Context: an optimization exercise on an open-source flow, tuned for small area, a short achievable clock period and few clock cycles per item. The choices shown serve that exercise and are no tape-out recipe. Only simulation tests tie the RTL to the original design; equivalence was not proved.

==> flow/design.v (outline; a module is shown in full before it is edited, if it fits) <==
// module fp32_mul: 62 lines
// module mul24: 983 lines
// module fp32_add: 62 lines
// module ladder4_core: 126 lines
module ladder4_core (
    input  wire        clk,
    input  wire        rst,         
    input  wire        in_valid,
    output wire        in_ready,
    input  wire [31:0] in_x,
    input  wire [31:0] b0,
    input  wire [31:0] b1,
    input  wire [31:0] a1,
    input  wire [31:0] rg,
    input  wire [31:0] wta,
    input  wire [31:0] wtb,
    input  wire [31:0] wtc,
    input  wire [31:0] wtd,
    input  wire [31:0] wte,
    output reg         out_valid,
    output wire [31:0] out_y
);
  // ...
==> flow/run.sh <==
#!/bin/bash
# synth_recipe.tcl (not shown) runs the flow's synth.tcl, then flattens the netlist and writes it again
# the make line also repeats each setting of config.mk as NAME=value (left out here)
make -C /OpenROAD-flow-scripts/flow DESIGN_CONFIG=/design/flow/config.mk WORK_HOME=/design/flow/orfs CLKGATE_MAP_FILE= SYNTH_SCRIPT=/design/flow/synth_recipe.tcl finish
==> flow/config.mk <==
export PLATFORM = sky130hd
export DESIGN_NAME = ladder4_core
export DESIGN_NICKNAME = ladder4_core
export VERILOG_FILES = /design/flow/design.v
export SDC_FILE = /design/flow/constraint.sdc
export NUM_CORES = 4
export LEC_CHECK = 0
export CAP_MARGIN = 20
export CORE_MARGIN = 2
export CORE_UTILIZATION = 40
export SLEW_MARGIN = 20
==> flow/constraint.sdc <==
create_clock -name core_clock -period 30.0 [get_ports {clk}]
set_input_delay 6.0000 -clock core_clock [delete_from_list [all_inputs] [get_ports {clk}]]
set_output_delay 6.0000 -clock core_clock [all_outputs]
set_load 0.01 [all_outputs]
==> out/metrics.cfg, run 1 <==
[timing]
min_period_ns = 18.79
fin_hold_ws_ns = 0.472
max_freq_ghz = 0.0532
grt_setup_unrepaired = no
finalSetupTns_ns = 0
hold_violations = 0

[floorplan]
num_rows = 143
core-area_um2 = 152000

[clock_network]
cts_tree = done
cts_root_buf = clkbuf_16
cts_max_path_buffers = 3
hold_buffers = 0

[worst_setup_path]
r2r-end = h[15]$_DFFE_PP_
timing.rr.start = m_o4$_DFF_P_
cp-start-kind = flip-flop
slowest_stage = or4b_1
startpoint = m_o4$_DFF_P_

[logic_synthesis]
synthMuxAreaShare_pct = 6.06
yosysMostFrequentCell = nor2_1
synth_area_leader_cell = dfxtp_1
syn_area_per_cell_um2 = 6.95
synth_edf_count = 96
synth_compound_area_share_pct = 27.7
yosys_warnings = 3
synth_cell_types = 132
syn_inst = 8786
yosysTopAreaCellShare_pct = 9.48

[placed_design]
routabilityCongestion = 0.998
port_buffers = 356
place_ws_ns = 11.42

[drt]
met1_length_um = 116000
first_pass_iters = 8

[global_route]
grt.overflow.total = 0
use_met3_pct = 6.64

[finish]
clock_cell_area_share_pct = 2.17
nFlopsAndLatches = 385
largest_class = multi-input gates
multi_input_area_um2 = 47700
nClkBuffers = 64

[status]
status = no timing/DRC/antenna violations

Testbench counts, summed over its fixed seeds: cycles 39,136, items 2,048.
==> inputs of run 2 (changes only) <==
--- a/flow/config.mk
+++ b/flow/config.mk
@@ -5,6 +5,7 @@
 export SDC_FILE = /design/flow/constraint.sdc
 export NUM_CORES = 4
 export LEC_CHECK = 0
+export ABC_AREA = 1
 export CAP_MARGIN = 20
 export CORE_MARGIN = 2
 export CORE_UTILIZATION = 40
==> out/metrics.cfg, run 2 <==
[logic_synthesis]
synth_area_leader_cell = nand2_1
ys_seq_area_share_pct = 17.2
synth-async-reset-ratio_pct = 0
syn_area_per_cell_um2 = 6.44  ; -7.3%
synth_xor_area_share_pct = 7.32
synth_edf_count = 96  ; unchanged
synthTopCellsByArea = nand2_1 (13%), dfxtp_1 (11%), fa_1 (9.9%), inv_1 (7.3%), nand3_1 (7.0%)
yosysMostFrequentCell = nand2_1
yosysTopAreaCellShare_pct = 13.3  ; +3.9 points
synthAdderAreaFrac_pct = 15.6
ys_seq_elements = 385
synthSimpleGateAreaFrac_pct = 29.1
syn_area_um2 = 50300
synth_ff_type = dfxtp_1
synthMuxAreaShare_pct = 0.835  ; -5.2 points
synth_compound_area_share_pct = 18.5  ; -9.2 points
ys_top_cells_by_count = nand2_1 (1789), inv_1 (976), nand3_1 (703), o21ai_0 (575), nor2_1 (568)
synth_top_family_by_area = simple AND/OR/NAND/NOR gates
syn-num-nets = 8618
syn_inst = 7820  ; -11%
yosys_warnings = 3  ; unchanged
synth_cell_types = 77  ; -42%

[drt]
drc = 0
wl_per_cell_um = 23.2
dr_total_vias = 56200
drt_iter0_markers = 6638
first_pass_iters = 6  ; -2
drt-total-wl_um = 223000
avgViaCountPerCell = 5.85
ant_nets = 0

[timing]
fin_hold_ws_ns = 0.421  ; -0.0509 ns
drv_slew = 0
relSlewSlack_pct = 23.4
clock_skew_ns = 0.0331
grt_setup_unrepaired = no
tightest_slew_ns = 1.15
min_period_ns = 16.57  ; -2.22 ns
max_freq_ghz = 0.0604  ; +13%
setup_viol = 0
hold_violations = 0  ; unchanged
finalSetupTns_ns = 0  ; unchanged
fin_crit_sh_pct = 55.2

[floorplan]
num_rows = 130  ; -9.1%
dieArea_um2 = 129000
fp.dieW_um = 359
num_io_pins = 357
dieHeight_um = 359
core-area_um2 = 125000  ; -17%
initial_utilization_pct = 40.2

[global_route]
grt.overflow.total = 0  ; unchanged
grt_pass1_wl_um = 330000
first_global_vias = 52600
antenna_found_initial = 20
track_usage_pct = 33.5
grt_max_degree = 122

[clock_network]
post_cts_buffers = 0
clock_latency_ns = 0.59
cts_made_buffers = 44
cts_root_buf = clkbuf_16
cts.sinks = 385
cts_max_path_buffers = 3  ; unchanged
cts_htree_levels = 2
cts_tree = done
hold_buffers = 0  ; unchanged
clkTransAtPathRegs_ns = 0.06
cts_resized = 0

[status]
status = no timing/DRC/antenna violations

[placed_design]
routabilityCongestion = 1.00  ; +0.21%
port_buffers = 356  ; unchanged
hpwl_um = 172000

[worst_setup_path]
slowest_stage = a2111oi_1
arrival_ns = 16.91
cp-start-kind = flip-flop
crit_required_ns = 30.34
worstPathMaxFanout = 54
worst-r2r-cell-count = 69
worstSetupEndpointType = flip-flop
crit_top_cell = inv_1
max_stage_delay_ns = 0.77
ff2ff_setup_slack_ns = 13.43
path_class = flip-flop to flip-flop

[finish]
nets = 8705
layout_common_cells = nand2_1 (1789), inv_1 (974), nand3_1 (703), o21ai_0 (575), nor2_1 (567)
final.fill_count = 13300
drive_gt1_share_pct = 5.10
final_common_cell = nand2_1
area_delta_synth_final_pct = 12.7
utilization_pct = 45.3

[job]
max-cap-violations = 0

[hold_path]
min_path_cells = 2
min_path_type = flip-flop to flip-flop

run 2: changes by cell type in the layout (fill, tap and decap cells not counted), moves of 87 or more:
| cell | previous run | this run |
|---|---|---|
| nor3_1 | 153 | 46 |
| nor2_1 | 1059 | 567 |
| maj3_1 | 256 | 3 |
| nand2_1 | 1025 | 1789 |
| xor2_1 | 76 | 382 |
| a21oi_1 | 951 | 418 |
| mux2i_1 | 292 | 42 |
| xnor2_1 | 168 | 33 |
| a21o_1 | 94 | 7 |
| nand3_1 | 423 | 703 |
| inv_1 | 389 | 974 |
| o21ai_0 | 407 | 575 |
| a22oi_1 | 113 | 4 |
| buf_4 | 217 | 124 |
run 2: path summary, 6_finish.rpt:
check / from / endpoint
worst max-delay path: q_a1$_DFF_P_ / h[4]$_DFFE_PP_
worst min-delay path: ov_n$_SDFF_PP0_ / out_valid$_SDFF_PP0_
worst max register to register: q_a1$_DFF_P_ / h[4]$_DFFE_PP_
worst min register to register: ov_n$_SDFF_PP0_ / out_valid$_SDFF_PP0_
run 2: cells by family after synthesis:
| family | count (synthesis) |
|---|---|
| flip-flops | 385 |
| multiplexers | 42 |
| AND/OR/NAND/NOR | 3402 |
| XOR/XNOR | 418 |
| AO/OA/AOI/OAI | 1621 |
| adder cells (fa/ha/maj) | 478 |
| buffers and inverters | 1474 |
run 2: worst max-delay path, delay by kind of cell (launching register included):
| kind | cells | cell delay, ns |
|---|---|---|
| and+or+nand+nor | 33 | 6.64 |
| adders and majority gates | 10 | 3.96 |
| buffers and inverters | 15 | 2.45 |
| DFF | 1 | 0.32 |
| AOI/OAI and AO/OA | 9 | 2.22 |
| xor gates and xnor gates | 2 | 0.68 |
run 2: cell type report:
cell class	count	area, um^2	share of cell area (%)
Antenna cell	9	22.5	0.0397
Clock buffer	58	1210	2.14
Clock inverter	24	275	0.485
Inverter	1035	3890	6.85
Multi-Input combinational cell	5961	36100	63.6
Sequential cell	385	8680	15.3
Tap cell	1650	2060	3.64
Timing Repair Buffer	480	4490	7.92
run 2: per-layer routing:
layer | vias up | GRT usage [%] | part of all wire, %
li1 | 26000 | - | -
met1 | 26600 | 45.3 | 42
met2 | 3077 | 52.8 | 44
met3 | 508 | 5.57 | 9.4
met4 | 12 | 13.7 | 4.5
met5 | - | 0 | 0.037
run 2: through the flow:
stage | instance area [um^2] | std cells | worst slack (ns)
floorplan | 50300 | 7820 | 17.54
global placement | 55200 | 9510 | 13.38
detailed placement | 55200 | 9511 | 13.82
CTS | 56700 | 9593 | 13.80
global route | 56700 | 9599 | 11.89
finish | 56700 | 9602 | 13.43
==> module fp32_mul, before the edit <==
module fp32_mul (
    input  wire [31:0] a,
    input  wire [31:0] b,
    output reg  [31:0] y
);
    wire        sy = a[31] ^ b[31];
    wire [7:0]  ea = a[30:23];
    wire [7:0]  eb = b[30:23];
    wire        a_enz = |ea;
    wire        b_enz = |eb;
    wire        a_fnz = |a[22:0];
    wire        b_fnz = |b[22:0];
    wire        a_max = &ea;
    wire        b_max = &eb;
    wire        a_nan = a_max & a_fnz;
    wire        b_nan = b_max & b_fnz;
    wire        a_inf = a_max & ~a_fnz;
    wire        b_inf = b_max & ~b_fnz;
    wire        a_zero = ~a_enz & ~a_fnz;
    wire        b_zero = ~b_enz & ~b_fnz;
    wire [23:0] ma = {a_enz, a[22:0]};
    wire [23:0] mb = {b_enz, b[22:0]};
    wire [47:0] prod;
    mul24 u_m (.a(ma), .b(mb), .p(prod));
    wire signed [10:0] s = $signed({3'b000, ea[7:1], ea[0] | ~a_enz})
                         + $signed({3'b000, eb[7:1], eb[0] | ~b_enz}) - 11'sd127;
    reg [4:0] lz;
    integer i;
    always @* begin
        lz = 5'd24;
        for (i = 23; i <= 47; i = i + 1)
            if (prod[i]) lz = 5'd23 - (i[4:0] - 5'd24);
    end
    wire        neg  = s[10];
    wire        lim  = ~neg && (s < $signed({6'd0, lz}));
    wire [4:0]  lsh  = neg ? 5'd0 : (lim ? s[4:0] : lz);
    wire [10:0] rs   = -s;
    wire [4:0]  rsh  = (rs > 11'd26) ? 5'd26 : rs[4:0];
    wire [47:0] ql   = prod << lsh;
    wire [24:0] qr   = prod[47:23] >> rsh;
    wire [24:0] rmsk = ~({25{1'b1}} << rsh);
    wire        st_r = (|prod[22:0]) | (|(prod[47:23] & rmsk));
    wire        st_l = |ql[22:0];
    wire [24:0] q    = neg ? qr : ql[47:23];
    wire        st   = neg ? st_r : st_l;
    wire [9:0]  base = neg ? 10'd0 : (s[9:0] - {5'd0, lsh});
    wire [9:0]  ef   = base + {9'd0, q[24]};
    wire        inc  = q[0] & (st | q[1]);
    wire [32:0] mag  = {ef, q[23:1]} + {32'd0, inc};
    always @* begin
        if (a_nan | b_nan | (a_inf & b_zero) | (a_zero & b_inf))
            y = 32'h7FC00000;
        else if (a_inf | b_inf)
            y = {sy, 8'hFF, 23'd0};
        else if (a_zero | b_zero)
            y = {sy, 31'd0};
        else if (mag[32:23] >= 10'd255)
            y = {sy, 8'hFF, 23'd0};
        else
            y = {sy, mag[30:0]};
    end
endmodule
==> module fp32_add, before the edit <==
module fp32_add (
    input  wire [31:0] a,
    input  wire [31:0] b,
    output reg  [31:0] y
);
    wire a_emax = &a[30:23];
    wire b_emax = &b[30:23];
    wire a_fnz  = |a[22:0];
    wire b_fnz  = |b[22:0];
    wire a_nan  = a_emax & a_fnz;
    wire b_nan  = b_emax & b_fnz;
    wire a_inf  = a_emax & ~a_fnz;
    wire b_inf  = b_emax & ~b_fnz;
    wire        swap = (b[30:0] > a[30:0]);
    wire [31:0] p = swap ? b : a;
    wire [31:0] s = swap ? a : b;
    wire        a_enz = |a[30:23];
    wire        b_enz = |b[30:23];
    wire [7:0]  xa = {a[30:24], a[23] | ~a_enz};
    wire [7:0]  xb = {b[30:24], b[23] | ~b_enz};
    wire [8:0]  dab = {1'b0, xa} - {1'b0, xb};
    wire [8:0]  dba = {1'b0, xb} - {1'b0, xa};
    wire [7:0]  d   = dab[8] ? dba[7:0] : dab[7:0];
    wire [4:0]  dd  = (d > 8'd27) ? 5'd27 : d[4:0];
    wire [7:0]  ep  = swap ? xb : xa;
    wire [23:0] mp = {swap ? b_enz : a_enz, p[22:0]};
    wire [23:0] ms = {swap ? a_enz : b_enz, s[22:0]};
    wire        sub = a[31] ^ b[31];
    wire [26:0] ms3  = {ms, 3'b000};
    wire [26:0] al0  = ms3 >> dd;
    wire [26:0] lmsk = ~({27{1'b1}} << dd);
    wire        stk  = |(ms3 & lmsk);
    wire [26:0] al   = {al0[26:1], al0[0] | stk};
    wire [27:0] sum = sub ? ({1'b0, mp, 3'b000} - {1'b0, al}) : ({1'b0, mp, 3'b000} + {1'b0, al});
    wire [27:0] mark = (ep > 8'd27) ? 28'd0 : (28'h8000000 >> ep);
    wire [27:0] lzin = sum | mark;
    reg  [4:0]  lz;
    integer i;
    always @* begin
        lz = 5'd27;
        for (i = 0; i < 28; i = i + 1)
            if (lzin[i]) lz = 5'd27 - i[4:0];
    end
    wire [27:0] nrm = sum << lz;
    wire [8:0]  ef  = {1'b0, ep} - {4'd0, lz} + {8'd0, nrm[27]};
    wire        inc = nrm[3] & ((|nrm[2:0]) | nrm[4]);
    wire [31:0] mag = {ef, nrm[26:4]} + {31'd0, inc};
    always @* begin
        if (a_nan || b_nan || (a_inf && b_inf && sub))
            y = 32'h7FC00000;
        else if (a_inf)
            y = a;
        else if (b_inf)
            y = b;
        else if (sum == 28'd0)
            y = {a[31] & b[31], 31'd0};
        else if (mag[31:23] >= 9'd255)
            y = {p[31], 8'hFF, 23'd0};
        else
            y = {p[31], mag[30:0]};
    end
endmodule
==> module ladder4_core, before the edit <==
module ladder4_core (
    input  wire        clk,
    input  wire        rst,         
    input  wire        in_valid,
    output wire        in_ready,
    input  wire [31:0] in_x,
    input  wire [31:0] b0,
    input  wire [31:0] b1,
    input  wire [31:0] a1,
    input  wire [31:0] rg,
    input  wire [31:0] wta,
    input  wire [31:0] wtb,
    input  wire [31:0] wtc,
    input  wire [31:0] wtd,
    input  wire [31:0] wte,
    output reg         out_valid,
    output wire [31:0] out_y
);
    localparam [31:0] K_ONE = 32'h3F800000;
    reg  [31:0] s1, o1, o2, o3, o4;
    reg  [31:0] xr, cr, p, h, s, drv;
    reg         xf;                      
    reg  [4:0]  c;                       
    assign in_ready = ~xf;
    assign out_y    = s;
    function [31:0] dbl(input [31:0] v);
        dbl = (v[30:23] != 8'd0) ? v + 32'h00800000 : {v[31], v[29:0], 1'b0};
    endfunction
    function [31:0] half(input [31:0] v);
        half = (v[30:24] != 7'd0) ? v - 32'h00800000 : {v[31], 1'b0, v[30:1]};
    endfunction
    wire [31:0] k4 = dbl(dbl(rg));
    wire accept  = in_valid & ~xf;
    wire consume = (c == 5'd18) | (c == 5'd23);
    reg  [4:0] cn;
    always @* begin
        if (c == 5'd31)       cn = xf ? 5'd20 : 5'd31;
        else if (c == 5'd18)  cn = xf ? 5'd0 : 5'd31;
        else if (c == 5'd23)  cn = 5'd0;
        else                  cn = c + 5'd1;
    end
    reg        m_o4, m_s1, m_s, m_o1, m_o2, m_o3, m_x;    
    reg        h_we, drv_we, s1_we, o1_we, o2_we, o3_we, o4_we, s_clip;
    reg        a_one, a_h, a_s;                          
    reg        b_half, b_negp;                           
    reg        q_b1, q_b0, q_a1, q_wa, q_wb, q_wc, q_wd, q_we, q_drv;    
    reg        ov_n;
    always @(posedge clk) begin
        m_o4  <= (cn == 5'd0) | (cn == 5'd12) | (cn == 5'd17);
        m_s1  <= (cn == 5'd1) | (cn == 5'd13);
        m_s   <= (cn == 5'd2) | (cn == 5'd5) | (cn == 5'd8) | (cn == 5'd11);
        m_o1  <= (cn == 5'd3) | (cn == 5'd4) | (cn == 5'd14);
        m_o2  <= (cn == 5'd6) | (cn == 5'd7) | (cn == 5'd15);
        m_o3  <= (cn == 5'd9) | (cn == 5'd10) | (cn == 5'd16);
        m_x   <= (cn == 5'd18) | (cn == 5'd23);
        h_we  <= (cn == 5'd1) | (cn == 5'd4) | (cn == 5'd7) | (cn == 5'd10) |
                 (cn == 5'd13) | (cn == 5'd18) | (cn == 5'd23);
        drv_we <= (cn == 5'd0) | (cn == 5'd21);
        s_clip <= (cn == 5'd1);
        a_one <= (cn == 5'd0) | (cn == 5'd21);
        a_h   <= (cn == 5'd1) | (cn == 5'd3) | (cn == 5'd6) | (cn == 5'd9) |
                 (cn == 5'd12) | (cn == 5'd15);
        a_s   <= ~((cn == 5'd0) | (cn == 5'd21) | (cn == 5'd1) | (cn == 5'd3) | (cn == 5'd6) |
                   (cn == 5'd9) | (cn == 5'd12) | (cn == 5'd15));
        b_half <= (cn == 5'd0) | (cn == 5'd21);
        b_negp <= (cn == 5'd1);
        q_b1  <= (cn == 5'd0) | (cn == 5'd3) | (cn == 5'd6) | (cn == 5'd9);
        q_b0  <= (cn == 5'd1) | (cn == 5'd4) | (cn == 5'd7) | (cn == 5'd10);
        q_a1  <= (cn == 5'd2) | (cn == 5'd5) | (cn == 5'd8) | (cn == 5'd11);
        q_wa  <= (cn == 5'd12);
        q_wb  <= (cn == 5'd13);
        q_wc  <= (cn == 5'd14);
        q_wd  <= (cn == 5'd15);
        q_we  <= (cn == 5'd16);
        q_drv <= (cn == 5'd17) | (cn == 5'd22);
        if (rst) begin
            s1_we <= 1'b0; o1_we <= 1'b0; o2_we <= 1'b0; o3_we <= 1'b0; o4_we <= 1'b0;
            ov_n  <= 1'b0;
        end else begin
            s1_we <= (cn == 5'd1);
            o1_we <= (cn == 5'd4);
            o2_we <= (cn == 5'd7);
            o3_we <= (cn == 5'd10);
            o4_we <= (cn == 5'd13);
            ov_n  <= (cn == 5'd18);
        end
    end
    wire [31:0] ma = ({32{m_o4}} & o4) | ({32{m_s1}} & s1) | ({32{m_s}} & s) |
                     ({32{m_o1}} & o1) | ({32{m_o2}} & o2) | ({32{m_o3}} & o3) |
                     ({32{m_x}} & xr);
    wire [31:0] my;
    fp32_mul u_mul (.a(ma), .b(cr), .y(my));
    wire [31:0] aa = ({32{a_one}} & K_ONE) | ({32{a_h}} & h) | ({32{a_s}} & s);
    wire [31:0] ab = b_half ? half(cr) : {p[31] ^ b_negp, p[30:0]};
    wire [31:0] ay;
    fp32_add u_add (.a(aa), .b(ab), .y(ay));
    wire [31:0] ay_clip = (s_clip && ay[30:0] > K_ONE[30:0]) ? {ay[31], K_ONE[30:0]} : ay;
    wire [31:0] cr_n = q_b1 ? b1 : q_b0 ? b0 : q_a1 ? a1 : q_wa ? wta : q_wb ? wtb :
                       q_wc ? wtc : q_wd ? wtd : q_we ? wte : q_drv ? drv : k4;
    always @(posedge clk) begin
        p  <= my;
        s  <= ay_clip;
        cr <= cr_n;
        if (h_we) h <= my;
        if (drv_we) drv <= ay;
        if (accept) xr <= in_x;
    end
    always @(posedge clk) begin
        if (rst) begin
            s1 <= 32'd0; o1 <= 32'd0; o2 <= 32'd0; o3 <= 32'd0; o4 <= 32'd0;
            xf <= 1'b0;
            c  <= 5'd31;
            out_valid <= 1'b0;
        end else begin
            out_valid <= ov_n;
            if (s1_we) s1 <= ay_clip;
            if (o1_we) o1 <= ay;
            if (o2_we) o2 <= ay;
            if (o3_we) o3 <= ay;
            if (o4_we) o4 <= ay;
            if (accept)       xf <= 1'b1;
            else if (consume) xf <= 1'b0;
            c <= cn;
        end
    end
endmodule
==> inputs of run 3 (changes only) <==
--- a/flow/design.v
+++ b/flow/design.v
@@ -1,9 +1,9 @@
 module fp32_mul (
+    input  wire        clk,
     input  wire [31:0] a,
     input  wire [31:0] b,
     output reg  [31:0] y
 );
-    wire        sy = a[31] ^ b[31];
     wire [7:0]  ea = a[30:23];
     wire [7:0]  eb = b[30:23];
     wire        a_enz = |ea;
@@ -12,52 +12,74 @@
     wire        b_fnz = |b[22:0];
     wire        a_max = &ea;
     wire        b_max = &eb;
-    wire        a_nan = a_max & a_fnz;
-    wire        b_nan = b_max & b_fnz;
     wire        a_inf = a_max & ~a_fnz;
     wire        b_inf = b_max & ~b_fnz;
     wire        a_zero = ~a_enz & ~a_fnz;
     wire        b_zero = ~b_enz & ~b_fnz;
+    wire        f_nan  = (a_max & a_fnz) | (b_max & b_fnz) | (a_inf & b_zero) | (a_zero & b_inf);
+    wire        f_inf  = a_inf | b_inf;
+    wire        f_zero = a_zero | b_zero;
     wire [23:0] ma = {a_enz, a[22:0]};
     wire [23:0] mb = {b_enz, b[22:0]};
     wire [47:0] prod;
     mul24 u_m (.a(ma), .b(mb), .p(prod));
+    function [4:0] lzc24(input [23:0] m);
+        integer i;
+        begin
+            lzc24 = 5'd24;
+            for (i = 0; i < 24; i = i + 1)
+                if (m[i]) lzc24 = 5'd23 - i[4:0];
+        end
+    endfunction
+    wire [5:0]  l1 = {1'b0, lzc24(ma)} + {1'b0, lzc24(mb)};
     wire signed [10:0] s = $signed({3'b000, ea[7:1], ea[0] | ~a_enz})
                          + $signed({3'b000, eb[7:1], eb[0] | ~b_enz}) - 11'sd127;
-    reg [4:0] lz;
-    integer i;
-    always @* begin
-        lz = 5'd24;
-        for (i = 23; i <= 47; i = i + 1)
-            if (prod[i]) lz = 5'd23 - (i[4:0] - 5'd24);
-    end
     wire        neg  = s[10];
-    wire        lim  = ~neg && (s < $signed({6'd0, lz}));
-    wire [4:0]  lsh  = neg ? 5'd0 : (lim ? s[4:0] : lz);
+    wire        fine_ok = ~neg && ($signed({5'd0, l1}) < s);
+    wire [4:0]  lc   = neg ? 5'd0 : (fine_ok ? l1[4:0] : s[4:0]);
     wire [10:0] rs   = -s;
     wire [4:0]  rsh  = (rs > 11'd26) ? 5'd26 : rs[4:0];
-    wire [47:0] ql   = prod << lsh;
-    wire [24:0] qr   = prod[47:23] >> rsh;
-    wire [24:0] rmsk = ~({25{1'b1}} << rsh);
-    wire        st_r = (|prod[22:0]) | (|(prod[47:23] & rmsk));
-    wire        st_l = |ql[22:0];
-    wire [24:0] q    = neg ? qr : ql[47:23];
-    wire        st   = neg ? st_r : st_l;
-    wire [9:0]  base = neg ? 10'd0 : (s[9:0] - {5'd0, lsh});
-    wire [9:0]  ef   = base + {9'd0, q[24]};
-    wire        inc  = q[0] & (st | q[1]);
-    wire [32:0] mag  = {ef, q[23:1]} + {32'd0, inc};
+    wire [9:0]  base = neg ? 10'd0 : (s[9:0] - {5'd0, lc});
+    reg  [47:0] r_prod;
+    reg  [4:0]  r_sh;
+    reg         r_neg, r_fine, r_nan, r_inf, r_zero, r_sy;
+    reg  [9:0]  r_base;
+    always @(posedge clk) begin
+        r_prod <= prod;
+        r_sh   <= neg ? rsh : lc;
+        r_neg  <= neg;
+        r_fine <= fine_ok;
+        r_base <= base;
+        r_nan  <= f_nan;
+        r_inf  <= f_inf;
+        r_zero <= f_zero;
+        r_sy   <= a[31] ^ b[31];
+    end
+    wire [47:0] ql    = r_prod << r_sh;
+    wire [21:0] lmsk  = {22{1'b1}} >> r_sh;
+    wire        stl   = |(r_prod[21:0] & lmsk);
+    wire        top0  = r_fine & ~ql[47];
+    wire [24:0] qlw   = top0 ? ql[46:22] : ql[47:23];
+    wire        stlw  = top0 ? stl : (stl | ql[22]);
+    wire [24:0] qr    = r_prod[47:23] >> r_sh;
+    wire [24:0] rmsk  = ~({25{1'b1}} << r_sh);
+    wire        str   = (|r_prod[22:0]) | (|(r_prod[47:23] & rmsk));
+    wire [24:0] q     = r_neg ? qr : qlw;
+    wire        st    = r_neg ? str : stlw;
+    wire [9:0]  ef    = (top0 ? r_base - 10'd1 : r_base) + {9'd0, q[24]};
+    wire        inc   = q[0] & (st | q[1]);
+    wire [32:0] mag   = {ef, q[23:1]} + {32'd0, inc};
     always @* begin
-        if (a_nan | b_nan | (a_inf & b_zero) | (a_zero & b_inf))
+        if (r_nan)
             y = 32'h7FC00000;
-        else if (a_inf | b_inf)
-            y = {sy, 8'hFF, 23'd0};
-        else if (a_zero | b_zero)
-            y = {sy, 31'd0};
+        else if (r_inf)
+            y = {r_sy, 8'hFF, 23'd0};
+        else if (r_zero)
+            y = {r_sy, 31'd0};
         else if (mag[32:23] >= 10'd255)
-            y = {sy, 8'hFF, 23'd0};
+            y = {r_sy, 8'hFF, 23'd0};
         else
-            y = {sy, mag[30:0]};
+            y = {r_sy, mag[30:0]};
     end
 endmodule
 module mul24 (input wire [23:0] a, input wire [23:0] b, output wire [47:0] p);
@@ -1044,6 +1066,7 @@
     assign p = r0 + r1;
 endmodule
 module fp32_add (
+    input  wire        clk,
     input  wire [31:0] a,
     input  wire [31:0] b,
     output reg  [31:0] y
@@ -1056,6 +1079,7 @@
     wire b_nan  = b_emax & b_fnz;
     wire a_inf  = a_emax & ~a_fnz;
     wire b_inf  = b_emax & ~b_fnz;
+    wire sub    = a[31] ^ b[31];
     wire        swap = (b[30:0] > a[30:0]);
     wire [31:0] p = swap ? b : a;
     wire [31:0] s = swap ? a : b;
@@ -1070,15 +1094,26 @@
     wire [7:0]  ep  = swap ? xb : xa;
     wire [23:0] mp = {swap ? b_enz : a_enz, p[22:0]};
     wire [23:0] ms = {swap ? a_enz : b_enz, s[22:0]};
-    wire        sub = a[31] ^ b[31];
     wire [26:0] ms3  = {ms, 3'b000};
     wire [26:0] al0  = ms3 >> dd;
     wire [26:0] lmsk = ~({27{1'b1}} << dd);
     wire        stk  = |(ms3 & lmsk);
     wire [26:0] al   = {al0[26:1], al0[0] | stk};
     wire [27:0] sum = sub ? ({1'b0, mp, 3'b000} - {1'b0, al}) : ({1'b0, mp, 3'b000} + {1'b0, al});
-    wire [27:0] mark = (ep > 8'd27) ? 28'd0 : (28'h8000000 >> ep);
-    wire [27:0] lzin = sum | mark;
+    reg  [27:0] r_sum;
+    reg  [7:0]  r_ep;
+    reg         r_sp, r_zs, r_nan, r_inf, r_is;
+    always @(posedge clk) begin
+        r_sum <= sum;
+        r_ep  <= ep;
+        r_sp  <= p[31];
+        r_zs  <= a[31] & b[31];
+        r_nan <= a_nan | b_nan | (a_inf & b_inf & sub);
+        r_inf <= a_inf | b_inf;
+        r_is  <= a_inf ? a[31] : b[31];
+    end
+    wire [27:0] mark = (r_ep > 8'd27) ? 28'd0 : (28'h8000000 >> r_ep);
+    wire [27:0] lzin = r_sum | mark;
     reg  [4:0]  lz;
     integer i;
     always @* begin
@@ -1086,23 +1121,21 @@
         for (i = 0; i < 28; i = i + 1)
             if (lzin[i]) lz = 5'd27 - i[4:0];
     end
-    wire [27:0] nrm = sum << lz;
-    wire [8:0]  ef  = {1'b0, ep} - {4'd0, lz} + {8'd0, nrm[27]};
+    wire [27:0] nrm = r_sum << lz;
+    wire [8:0]  ef  = {1'b0, r_ep} - {4'd0, lz} + {8'd0, nrm[27]};
     wire        inc = nrm[3] & ((|nrm[2:0]) | nrm[4]);
     wire [31:0] mag = {ef, nrm[26:4]} + {31'd0, inc};
     always @* begin
-        if (a_nan || b_nan || (a_inf && b_inf && sub))
+        if (r_nan)
             y = 32'h7FC00000;
-        else if (a_inf)
-            y = a;
-        else if (b_inf)
-            y = b;
-        else if (sum == 28'd0)
-            y = {a[31] & b[31], 31'd0};
+        else if (r_inf)
+            y = {r_is, 8'hFF, 23'd0};
+        else if (r_sum == 28'd0)
+            y = {r_zs, 31'd0};
         else if (mag[31:23] >= 9'd255)
-            y = {p[31], 8'hFF, 23'd0};
+            y = {r_sp, 8'hFF, 23'd0};
         else
-            y = {p[31], mag[30:0]};
+            y = {r_sp, mag[30:0]};
     end
 endmodule
 module ladder4_core (
@@ -1125,11 +1158,14 @@
 );
     localparam [31:0] K_ONE = 32'h3F800000;
     reg  [31:0] s1, o1, o2, o3, o4;
-    reg  [31:0] xr, cr, p, h, s, drv;
+    reg  [31:0] xr, cr, p, h, q, m, acc, s, drv;
     reg         xf;                      
-    reg  [4:0]  c;                       
+    reg  [5:0]  c;                       
+    reg         dr;                      
+    reg         tp;                      
+    reg         nx;                      
     assign in_ready = ~xf;
-    assign out_y    = s;
+    assign out_y    = acc;
     function [31:0] dbl(input [31:0] v);
         dbl = (v[30:23] != 8'd0) ? v + 32'h00800000 : {v[31], v[29:0], 1'b0};
     endfunction
@@ -1137,78 +1173,89 @@
         half = (v[30:24] != 7'd0) ? v - 32'h00800000 : {v[31], 1'b0, v[30:1]};
     endfunction
     wire [31:0] k4 = dbl(dbl(rg));
-    wire accept  = in_valid & ~xf;
-    wire consume = (c == 5'd18) | (c == 5'd23);
-    reg  [4:0] cn;
+    wire accept = in_valid & ~xf;
+    reg  [5:0] cn;
     always @* begin
-        if (c == 5'd31)       cn = xf ? 5'd20 : 5'd31;
-        else if (c == 5'd18)  cn = xf ? 5'd0 : 5'd31;
-        else if (c == 5'd23)  cn = 5'd0;
-        else                  cn = c + 5'd1;
+        if (c == 6'd63)       cn = xf ? 6'd32 : 6'd63;
+        else if (c == 6'd36)  cn = 6'd0;
+        else if (c == 6'd27)  cn = 6'd0;
+        else if (dr && c == 6'd7) cn = 6'd63;
+        else                  cn = c + 6'd1;
     end
-    reg        m_o4, m_s1, m_s, m_o1, m_o2, m_o3, m_x;    
-    reg        h_we, drv_we, s1_we, o1_we, o2_we, o3_we, o4_we, s_clip;
-    reg        a_one, a_h, a_s;                          
-    reg        b_half, b_negp;                           
-    reg        q_b1, q_b0, q_a1, q_wa, q_wb, q_wc, q_wd, q_we, q_drv;    
-    reg        ov_n;
+    wire run_n = (cn[5] == 1'b0);
+    wire dr_n  = (c == 6'd27) ? ~nx : (cn == 6'd63 ? 1'b0 : dr);
+    reg m_o4, m_s1, m_s, m_o1, m_o2, m_o3, m_x;        
+    reg h_we, q_we, m_we, am_we;                       
+    reg a_one, a_h, a_s, a_acc;                        
+    reg b_half, b_negp, b_p, b_q, b_m;                 
+    reg drv_we, s1_we, o1_we, o2_we, o3_we, o4_we, aa_we;    
+    reg k_b1, k_b0, k_a1, k_wa, k_wb, k_wc, k_wd, k_we, k_drv;    
     always @(posedge clk) begin
-        m_o4  <= (cn == 5'd0) | (cn == 5'd12) | (cn == 5'd17);
-        m_s1  <= (cn == 5'd1) | (cn == 5'd13);
-        m_s   <= (cn == 5'd2) | (cn == 5'd5) | (cn == 5'd8) | (cn == 5'd11);
-        m_o1  <= (cn == 5'd3) | (cn == 5'd4) | (cn == 5'd14);
-        m_o2  <= (cn == 5'd6) | (cn == 5'd7) | (cn == 5'd15);
-        m_o3  <= (cn == 5'd9) | (cn == 5'd10) | (cn == 5'd16);
-        m_x   <= (cn == 5'd18) | (cn == 5'd23);
-        h_we  <= (cn == 5'd1) | (cn == 5'd4) | (cn == 5'd7) | (cn == 5'd10) |
-                 (cn == 5'd13) | (cn == 5'd18) | (cn == 5'd23);
-        drv_we <= (cn == 5'd0) | (cn == 5'd21);
-        s_clip <= (cn == 5'd1);
-        a_one <= (cn == 5'd0) | (cn == 5'd21);
-        a_h   <= (cn == 5'd1) | (cn == 5'd3) | (cn == 5'd6) | (cn == 5'd9) |
-                 (cn == 5'd12) | (cn == 5'd15);
-        a_s   <= ~((cn == 5'd0) | (cn == 5'd21) | (cn == 5'd1) | (cn == 5'd3) | (cn == 5'd6) |
-                   (cn == 5'd9) | (cn == 5'd12) | (cn == 5'd15));
-        b_half <= (cn == 5'd0) | (cn == 5'd21);
-        b_negp <= (cn == 5'd1);
-        q_b1  <= (cn == 5'd0) | (cn == 5'd3) | (cn == 5'd6) | (cn == 5'd9);
-        q_b0  <= (cn == 5'd1) | (cn == 5'd4) | (cn == 5'd7) | (cn == 5'd10);
-        q_a1  <= (cn == 5'd2) | (cn == 5'd5) | (cn == 5'd8) | (cn == 5'd11);
-        q_wa  <= (cn == 5'd12);
-        q_wb  <= (cn == 5'd13);
-        q_wc  <= (cn == 5'd14);
-        q_wd  <= (cn == 5'd15);
-        q_we  <= (cn == 5'd16);
-        q_drv <= (cn == 5'd17) | (cn == 5'd22);
+        m_o4  <= run_n & ((cn == 6'd0) | (cn == 6'd3) | (cn == 6'd20));
+        m_s1  <= run_n & ((cn == 6'd1) | (cn == 6'd4) | (cn == 6'd6));
+        m_o1  <= run_n & ((cn == 6'd2) | (cn == 6'd7) | (cn == 6'd11));
+        m_o2  <= run_n & ((cn == 6'd8) | (cn == 6'd13) | (cn == 6'd17));
+        m_o3  <= run_n & ((cn == 6'd14) | (cn == 6'd19) | (cn == 6'd23));
+        m_s   <= run_n & ((cn == 6'd10) | (cn == 6'd16) | (cn == 6'd22));
+        m_x   <= (cn == 6'd26) | (cn == 6'd36);
+        h_we  <= (cn == 6'd2) | (cn == 6'd8) | (cn == 6'd14) | (cn == 6'd20) | (cn == 6'd27) |
+                 (cn == 6'd0 && c == 6'd36);
+        q_we  <= (cn == 6'd3) | (cn == 6'd9) | (cn == 6'd15) | (cn == 6'd21);
+        m_we  <= (cn == 6'd4) | (cn == 6'd12) | (cn == 6'd18) | (cn == 6'd24);
+        am_we <= (cn == 6'd7);
+        a_one <= (cn == 6'd0) | (cn == 6'd33);
+        a_h   <= (cn == 6'd2) | (cn == 6'd6) | (cn == 6'd12) | (cn == 6'd18) | (cn == 6'd24);
+        a_s   <= (cn == 6'd8) | (cn == 6'd14) | (cn == 6'd20) | (cn == 6'd26);
+        a_acc <= (cn == 6'd5) | (cn == 6'd13) | (cn == 6'd19) | (cn == 6'd25);
+        b_half <= (cn == 6'd0) | (cn == 6'd33);
+        b_negp <= (cn == 6'd2);
+        b_p   <= (cn == 6'd2) | (cn == 6'd6) | (cn == 6'd12) | (cn == 6'd18) | (cn == 6'd24);
+        b_q   <= (cn == 6'd8) | (cn == 6'd14) | (cn == 6'd20) | (cn == 6'd26);
+        b_m   <= (cn == 6'd5) | (cn == 6'd13) | (cn == 6'd19) | (cn == 6'd25);
+        drv_we <= (cn == 6'd1) | (cn == 6'd34);
+        aa_we <= (cn == 6'd6) | (cn == 6'd14) | (cn == 6'd20) | (cn == 6'd26);
+        k_b1  <= (cn == 6'd0) | (cn == 6'd6) | (cn == 6'd12) | (cn == 6'd18);
+        k_a1  <= (cn == 6'd1) | (cn == 6'd7) | (cn == 6'd13) | (cn == 6'd19);
+        k_b0  <= (cn == 6'd3) | (cn == 6'd9) | (cn == 6'd15) | (cn == 6'd21);
+        k_we  <= (cn == 6'd2);
+        k_wa  <= (cn == 6'd5);
+        k_wb  <= (cn == 6'd10);
+        k_wc  <= (cn == 6'd16);
+        k_wd  <= (cn == 6'd22);
+        k_drv <= (cn == 6'd25) | (cn == 6'd35);
         if (rst) begin
             s1_we <= 1'b0; o1_we <= 1'b0; o2_we <= 1'b0; o3_we <= 1'b0; o4_we <= 1'b0;
-            ov_n  <= 1'b0;
         end else begin
-            s1_we <= (cn == 5'd1);
-            o1_we <= (cn == 5'd4);
-            o2_we <= (cn == 5'd7);
-            o3_we <= (cn == 5'd10);
-            o4_we <= (cn == 5'd13);
-            ov_n  <= (cn == 5'd18);
+            s1_we <= (cn == 6'd3) & ~dr_n;
+            o1_we <= (cn == 6'd9);
+            o2_we <= (cn == 6'd15);
+            o3_we <= (cn == 6'd21);
+            o4_we <= (cn == 6'd27);
         end
     end
     wire [31:0] ma = ({32{m_o4}} & o4) | ({32{m_s1}} & s1) | ({32{m_s}} & s) |
                      ({32{m_o1}} & o1) | ({32{m_o2}} & o2) | ({32{m_o3}} & o3) |
                      ({32{m_x}} & xr);
     wire [31:0] my;
-    fp32_mul u_mul (.a(ma), .b(cr), .y(my));
-    wire [31:0] aa = ({32{a_one}} & K_ONE) | ({32{a_h}} & h) | ({32{a_s}} & s);
-    wire [31:0] ab = b_half ? half(cr) : {p[31] ^ b_negp, p[30:0]};
+    fp32_mul u_mul (.clk(clk), .a(ma), .b(cr), .y(my));
+    wire [31:0] aa = ({32{a_one}} & K_ONE) | ({32{a_h}} & h) | ({32{a_s}} & s) |
+                     ({32{a_acc}} & acc);
+    wire [31:0] ab = ({32{b_half}} & half(cr)) | ({32{b_p}} & {p[31] ^ b_negp, p[30:0]}) |
+                     ({32{b_q}} & q) | ({32{b_m}} & m);
     wire [31:0] ay;
-    fp32_add u_add (.a(aa), .b(ab), .y(ay));
-    wire [31:0] ay_clip = (s_clip && ay[30:0] > K_ONE[30:0]) ? {ay[31], K_ONE[30:0]} : ay;
-    wire [31:0] cr_n = q_b1 ? b1 : q_b0 ? b0 : q_a1 ? a1 : q_wa ? wta : q_wb ? wtb :
-                       q_wc ? wtc : q_wd ? wtd : q_we ? wte : q_drv ? drv : k4;
+    fp32_add u_add (.clk(clk), .a(aa), .b(ab), .y(ay));
+    wire [31:0] ay_clip = (ay[30:0] > K_ONE[30:0]) ? {ay[31], K_ONE[30:0]} : ay;
+    wire [31:0] cr_n = k_b1 ? b1 : k_b0 ? b0 : k_a1 ? a1 : k_wa ? wta : k_wb ? wtb :
+                       k_wc ? wtc : k_wd ? wtd : k_we ? wte : k_drv ? drv : k4;
     always @(posedge clk) begin
         p  <= my;
-        s  <= ay_clip;
+        s  <= ay;
         cr <= cr_n;
         if (h_we) h <= my;
+        if (q_we) q <= my;
+        if (m_we) m <= my;
+        if (am_we)      acc <= my;
+        else if (aa_we) acc <= ay;
         if (drv_we) drv <= ay;
         if (accept) xr <= in_x;
     end
@@ -1216,18 +1263,27 @@
         if (rst) begin
             s1 <= 32'd0; o1 <= 32'd0; o2 <= 32'd0; o3 <= 32'd0; o4 <= 32'd0;
             xf <= 1'b0;
-            c  <= 5'd31;
+            c  <= 6'd63;
+            dr <= 1'b0;
+            tp <= 1'b0;
+            nx <= 1'b0;
             out_valid <= 1'b0;
         end else begin
-            out_valid <= ov_n;
+            out_valid <= tp && (c == 6'd6);
             if (s1_we) s1 <= ay_clip;
             if (o1_we) o1 <= ay;
             if (o2_we) o2 <= ay;
             if (o3_we) o3 <= ay;
             if (o4_we) o4 <= ay;
-            if (accept)       xf <= 1'b1;
-            else if (consume) xf <= 1'b0;
-            c <= cn;
+            if (accept)
+                xf <= 1'b1;
+            else if ((c == 6'd26 && !dr) || c == 6'd36)
+                xf <= 1'b0;
+            if (c == 6'd26) nx <= xf;
+            if (c == 6'd27)     tp <= 1'b1;
+            else if (c == 6'd7) tp <= 1'b0;
+            dr <= dr_n;
+            c  <= cn;
         end
     end
 endmodule
--- a/flow/config.mk
+++ b/flow/config.mk
@@ -5,7 +5,6 @@
 export SDC_FILE = /design/flow/constraint.sdc
 export NUM_CORES = 4
 export LEC_CHECK = 0
-export ABC_AREA = 1
 export CAP_MARGIN = 20
 export CORE_MARGIN = 2
 export CORE_UTILIZATION = 40
==> out/metrics.cfg, run 3 <==
[timing]
relSlewSlack_pct = 21.1  ; -2.3 points
finalSetupTns_ns = 0  ; unchanged
tightest_slew_ns = 1.17  ; +0.0225 ns
fin_crit_sh_pct = 39.7  ; -15 points
min_period_ns = 11.92  ; -4.65 ns
max_freq_ghz = 0.0839  ; +39%
clock_skew_ns = 0.0675  ; +0.0344 ns
hold_violations = 0  ; unchanged
drv_slew = 0  ; unchanged
setup_viol = 0  ; unchanged
fin_hold_ws_ns = 0.457  ; +0.0358 ns
grt_setup_unrepaired = no

[finish]
largest_register_ffs = 48
final_common_cell = nor2_1
area_delta_synth_final_pct = 11.0
nets = 8756  ; +0.59%
drive_gt1_share_pct = 7.21  ; +2.1 points
final.fill_count = 15300  ; +15%
largest-register = u_mul.r_prod
layout_common_cells = nor2_1 (1011), a21oi_1 (791), nand2_1 (648), o21ai_0 (530), inv_1 (478)

[drt]
avgViaCountPerCell = 6.43  ; +9.9%
ant_nets = 0  ; unchanged
met1_length_um = 111000  ; +19%
drt-total-wl_um = 278000  ; +25%
met3_length_um = 28400  ; +37%
dr.max_layer_used = met5
wl_per_cell_um = 27.6  ; +19%
drt_iter0_markers = 8989  ; +35%
dr_total_vias = 64800  ; +15%
wl_met2_um = 124000  ; +26%
drc = 0  ; unchanged
first_pass_iters = 13  ; +7

[placed_design]
routabilityCongestion = 0.971  ; -2.9%
port_buffers = 356  ; unchanged
hpwl_um = 205000  ; +19%

[logic_synthesis]
ys_top_cells_by_count = nor2_1 (1018), a21oi_1 (791), nand2_1 (648), clkbuf_1 (548), o21ai_0 (530)
ys_seq_elements = 599  ; +56%
synthTopCellsByArea = dfxtp_1 (13%), edfxtp_1 (9.2%), fa_1 (8.0%), a21oi_1 (6.3%), nor2_1 (6.1%)
syn_area_um2 = 62400  ; +24%
yosysMostFrequentCell = nor2_1
syn_inst = 8132  ; +4.0%
yosysTopAreaCellShare_pct = 13.1  ; -0.28 points
synth_edf_count = 192  ; +100%
syn_area_per_cell_um2 = 7.67  ; +19%
synth-async-reset-ratio_pct = 0  ; unchanged
yosys_warnings = 3  ; unchanged
syn-num-nets = 8938  ; +3.7%
synth_area_leader_cell = dfxtp_1
synth_ff_type = dfxtp_1
synth_cell_types = 133  ; +73%
ys_seq_area_share_pct = 22.3  ; +5.1 points

[clock_network]
cts.sinks = 599  ; +56%
cts_max_path_buffers = 3  ; unchanged
post_cts_buffers = 0  ; unchanged
cts_resized = 0  ; unchanged
cts_root_buf = clkbuf_16
cts_made_buffers = 71  ; +61%
cts_tree = done
cts_htree_levels = 3  ; +1
clock_latency_ns = 0.69  ; +0.10 ns
hold_buffers = 0  ; unchanged
clkTransAtPathRegs_ns = 0.06  ; about the same

[worst_setup_path]
arrival_ns = 12.48  ; -4.43 ns
max_stage_delay_ns = 0.92  ; +0.15 ns
worst-r2r-cell-count = 49  ; -29%
slowest_stage = o31ai_1
worstSetupEndpointType = flip-flop
startpoint = cr[26]$_DFF_P_
worstPathMaxFanout = 10  ; -81%
timing.rr.start = cr[26]$_DFF_P_
path_class = flip-flop to flip-flop
cp-start-kind = flip-flop
crit_required_ns = 30.56  ; +0.22 ns

[job]
max-cap-violations = 0  ; unchanged

[global_route]
grt_pass1_wl_um = 407000  ; +23%
first_global_vias = 60100  ; +14%
track_usage_pct = 33.8  ; +0.34 points
antenna_found_initial = 24  ; +20%
grt_max_degree = 100  ; -18%
grt.overflow.total = 0  ; unchanged

[status]
status = no timing/DRC/antenna violations

[floorplan]
dieArea_um2 = 159000  ; +24%
dieHeight_um = 399  ; +11%
num_io_pins = 357  ; unchanged
fp.dieW_um = 399  ; +11%
core-area_um2 = 154000  ; +23%
initial_utilization_pct = 40.4  ; +0.20 points
num_rows = 144  ; +11%

[hold_path]
hold_start = tp$_SDFFE_PP0P_
min_path_type = flip-flop to flip-flop
min_path_cells = 2  ; unchanged

[run 3: path summary, 6_finish.rpt]
path                                  end  slack, ns
hold / removal            tp$_SDFFE_PP0P_       0.46
hold reg to reg           tp$_SDFFE_PP0P_       0.46
setup reg to reg  u_add.r_sum[25]$_DFF_P_      18.08
setup / recovery  u_add.r_sum[25]$_DFF_P_      18.08
[run 3: layout make-up]
cell class	count	area, um^2	share of cell area, %
clock buffer	91	1910	2.76
antenna	15	37.5	0.0542
multi-input combinational	6257	43600	63.0
timing repair buffer	529	4860	7.02
inverter	492	1850	2.68
tap	2044	2560	3.69
sequential	599	14000	20.2
clock inverter	39	414	0.598
[run 3: worst max-delay path: cells and delay by family, from the launching register on]
family	cells	cell delay, ns
AOI/OAI and AO/OA	26	6.24
adders and majority gates	4	1.21
and+or+nand+nor	12	2.51
muxes	1	0.51
xor gates and xnor gates	1	0.34
buffers and inverters	5	0.56
DFF	1	0.40
[run 3: through the flow]
stage	util (%)	area, um^2	setup slack (ns)	instances
after detailed placement	43.3	66900	18.44	9921
after global placement	43.3	66900	18.55	9921
after floorplan	-	62400	20.55	8132
after global routing	44.8	69200	17.33	10100
after CTS	44.8	69200	18.41	10100
final	44.8	69200	18.08	10100
[run 3: cell families after synthesis]
group / Yosys count / synth area share [%]
and+or+nand+nor: 2435 / 17.5
AOI/OAI and AO/OA: 2610 / 27.0
xor gates and xnor gates: 226 / 3.20
buffers and inverters: 1276 / 8.05
DFF: 599 / 22.3
adders and majority gates: 530 / 13.4
muxes: 456 / 8.48
[run 3: routing by layer]
| layer | vias to the layer above | global-route usage (%) |
|---|---|---|
| li1 | 29100 | - |
| met1 | 31300 | 44.8 |
| met2 | 3749 | 53.3 |
| met3 | 671 | 6.39 |
| met4 | 16 | 15.2 |
| met5 | - | 0.182 |
Testbench counts of run 3, summed over its fixed seeds: cycles 57,824, items 2,048.
==> inputs of run 4 (changes only) <==
--- a/flow/config.mk
+++ b/flow/config.mk
@@ -5,6 +5,7 @@
 export SDC_FILE = /design/flow/constraint.sdc
 export NUM_CORES = 4
 export LEC_CHECK = 0
+export ABC_AREA = 1
 export CAP_MARGIN = 20
 export CORE_MARGIN = 2
 export CORE_UTILIZATION = 40
==> out/metrics.cfg, run 4 <==
[drt]
ant_nets = 0  ; unchanged
drt-total-wl_um = 243000  ; -13%
dr_total_vias = 57700  ; -11%
drc = 0  ; unchanged
drt_iter0_markers = 6865  ; -24%
first_pass_iters = 9  ; -4
avgViaCountPerCell = 5.80  ; -9.9%
wl_per_cell_um = 24.4  ; -12%

[timing]
finalSetupTns_ns = 0  ; unchanged
setup_viol = 0  ; unchanged
max_freq_ghz = 0.0832  ; -0.83%
drv_slew = 0  ; unchanged
relSlewSlack_pct = 23.5  ; +2.5 points
fin_crit_sh_pct = 40.1  ; +0.33 points
min_period_ns = 12.02  ; +0.100 ns
tightest_slew_ns = 1.14  ; -0.0364 ns
hold_violations = 0  ; unchanged
grt_setup_unrepaired = no
clock_skew_ns = 0.0539  ; -0.0136 ns

[worst_setup_path]
slowest_stage = inv_1
crit_top_cell = inv_1
worst-r2r-cell-count = 61  ; +24%
cp-start-kind = flip-flop
path_class = flip-flop to flip-flop
crit_required_ns = 30.57  ; about the same
worstSetupEndpointType = flip-flop
arrival_ns = 12.59  ; +0.11 ns
max_stage_delay_ns = 0.68  ; -0.24 ns
worstPathMaxFanout = 33  ; +23

[logic_synthesis]
ys_seq_elements = 599  ; unchanged
synthTopCellsByArea = dfxtp_1 (15%), nand2_1 (11%), edfxtp_1 (10%), fa_1 (8.9%), inv_1 (7.0%)
syn_inst = 8005  ; -1.6%
ys_seq_area_share_pct = 25.0  ; +2.7 points
syn_area_um2 = 55700  ; -11%
yosys_warnings = 3  ; unchanged
synth-async-reset-ratio_pct = 0  ; unchanged
yosysMostFrequentCell = nand2_1
synth_cell_types = 76  ; -43%
synth_area_leader_cell = dfxtp_1
synth_edf_count = 192  ; unchanged
yosysTopAreaCellShare_pct = 14.6  ; +1.6 points
syn_area_per_cell_um2 = 6.96  ; -9.3%
ys_top_cells_by_count = nand2_1 (1668), inv_1 (1038), o21ai_0 (772), nor2_1 (585)
syn-num-nets = 8811  ; -1.4%
synth_ff_type = dfxtp_1

[finish]
nets = 8913  ; +1.8%
largest-register = u_mul.r_prod
utilization_pct = 45.8  ; +0.94 points
largest_register_ffs = 48  ; unchanged
final_common_cell = nand2_1
area_delta_synth_final_pct = 13.2
drive_gt1_share_pct = 4.66  ; -2.6 points
layout_common_cells = nand2_1 (1667), inv_1 (1037), o21ai_0 (772), nor2_1 (585), nand3_1 (457)

[floorplan]
dieArea_um2 = 142000  ; -11%
initial_utilization_pct = 40.4  ; about the same
fp.dieW_um = 377  ; -5.4%
num_rows = 136  ; -5.6%
dieHeight_um = 377  ; -5.4%
num_io_pins = 357  ; unchanged
core-area_um2 = 138000  ; -11%

[hold_path]
min_path_cells = 2  ; unchanged
min_path_type = flip-flop to flip-flop

[placed_design]
hpwl_um = 187000  ; -8.5%
port_buffers = 356  ; unchanged
routabilityCongestion = 1.04  ; +7.3%

[clock_network]
post_cts_buffers = 0  ; unchanged
cts_max_path_buffers = 3  ; unchanged
cts_made_buffers = 69  ; -2.8%
cts_htree_levels = 3  ; unchanged
cts_resized = 0  ; unchanged
clkTransAtPathRegs_ns = 0.06  ; about the same
cts_root_buf = clkbuf_16
clock_latency_ns = 0.68  ; about the same
hold_buffers = 0  ; unchanged
cts_tree = done
cts.sinks = 599  ; unchanged

[global_route]
antenna_found_initial = 21  ; -13%
first_global_vias = 54400  ; -9.5%
grt.overflow.total = 0  ; unchanged
grt_max_degree = 126  ; +26%
track_usage_pct = 33.3  ; -0.56 points
grt_pass1_wl_um = 355000  ; -13%

[status]
status = no timing/DRC/antenna violations

[job]
max-cap-violations = 0  ; unchanged

==> run 4: cell types whose count changed after synthesis, moves of 84 or more <==
cell and delta:
nand2_1 +1020, inv_1 +559, nor2_1 -433, a21oi_1 -334
mux2i_1 -304, xor2_1 +302, nand3_1 +263, o21ai_0 +242
clkbuf_1 -212, a22oi_1 -107, xnor2_1 -105, a221oi_1 -99
a222oi_1 -84
==> run 4: critical path, delay by kind of cell (launching register included) <==
| family | cells | cell delay [ns] |
|---|---|---|
| AOI/OAI and AO/OA | 21 | 3.89 |
| and+or+nand+nor | 21 | 3.79 |
| buffers and inverters | 14 | 2.48 |
| adders and majority gates | 3 | 0.94 |
| xor gates and xnor gates | 2 | 0.44 |
| DFF | 1 | 0.37 |
==> run 4: path summary, 6_finish.rpt <==
path,endpoint,slack (ns),from
setup reg to reg,u_add.r_sum[24]$_DFF_P_,17.98,cr[27]$_DFF_P_
hold / removal,s1[30]$_SDFFE_PP0P_,0.44,s1[30]$_SDFFE_PP0P_
hold reg to reg,s1[30]$_SDFFE_PP0P_,0.44,s1[30]$_SDFFE_PP0P_
setup / recovery,u_add.r_sum[24]$_DFF_P_,17.98,cr[27]$_DFF_P_
==> run 4: routing by layer <==
layer  share of wire [%]  global-route usage, %  wire length, um  vias to the layer above
met1                  41                   43.5            98800                    27300
met5               0.068                      0              165                        -
met4                 5.1                   15.0            12400                       24
li1                    -                      -                -                    26800
met3                  10                   7.27            24500                      555
met2                  44                   52.3           107000                     3043
==> run 4: cells by family (layout without fill, tap and decap cells) <==
logic type | count (synthesis) | in the layout | share of synthesized area [%]
flip-flops | 599 | 599 | 25.0
AND/OR/NAND/NOR | 2996 | 2996 | 22.8
multiplexers | 34 | 34 | 0.613
other | 0 | 3 | 0
AO/OA/AOI/OAI | 1954 | 1954 | 20.2
buffers and inverters | 1518 | 1676 | 10.6
XOR/XNOR | 421 | 421 | 6.62
adder cells (fa/ha/maj) | 483 | 483 | 14.2
==> run 4: per-stage QoR <==
stage | hold slack [ns] | setup slack [ns] | cell area (um^2) | cells
after detailed placement | 0.430 | 18.41 | 60700 | 9829
after global routing | 0.484 | 16.58 | 63100 | 9957
final | 0.438 | 17.98 | 63100 | 9960
after CTS | 0.441 | 18.40 | 63000 | 9956
after floorplan | 0.419 | 21.13 | 55700 | 8005
after global placement | 0.430 | 18.57 | 60700 | 9829
==> run 4: final cells by class <==
cell class | count | area (um^2)
inverter | 1067 | 4010
tap | 1794 | 2240
sequential | 599 | 13900
clock inverter | 37 | 447
timing repair buffer | 482 | 4530
fill | 14100 | 74800
antenna | 3 | 7.51
clock buffer | 90 | 1920
multi-input combinational | 5888 | 36000

[afterwards: timing with drivers on the ports]
The results above use ideal ports. As a check the final layouts listed here were re-extracted and re-timed, cells and wires unchanged.
Step 1, drivers: a clkbuf_16 drives clk and a buf_2 each remaining input, both assumed.
Step 2 moves the port delays by t, midway between the first and last clock arrival at a register: inputs arrive t later, outputs are due t later. That takes back most of the time a late clock gives input paths.
Three values: no drivers, after step 1, after step 2; two values: the first two.
run	shift t [ns]	setup slack, ns	hold WS [ns]	slew at the worst register clock pin (ns)	cell pins on the clock port's net
run 1	0.641	11.214 / 11.214 / 11.214	0.472 / 0.472 / 0.472	0.07 / 0.07	1
run 2	0.627	13.434 / 13.434 / 13.434	0.421 / 0.421 / 0.421	0.07 / 0.07	1
run 3	0.728	18.083 / 18.083 / 18.083	0.457 / 0.457 / 0.457	0.08 / 0.08	1
run 4	0.722	17.982 / 17.982 / 17.982	0.438 / 0.438 / 0.438	0.07 / 0.07	1
After both steps setup and hold are still met in every run listed.
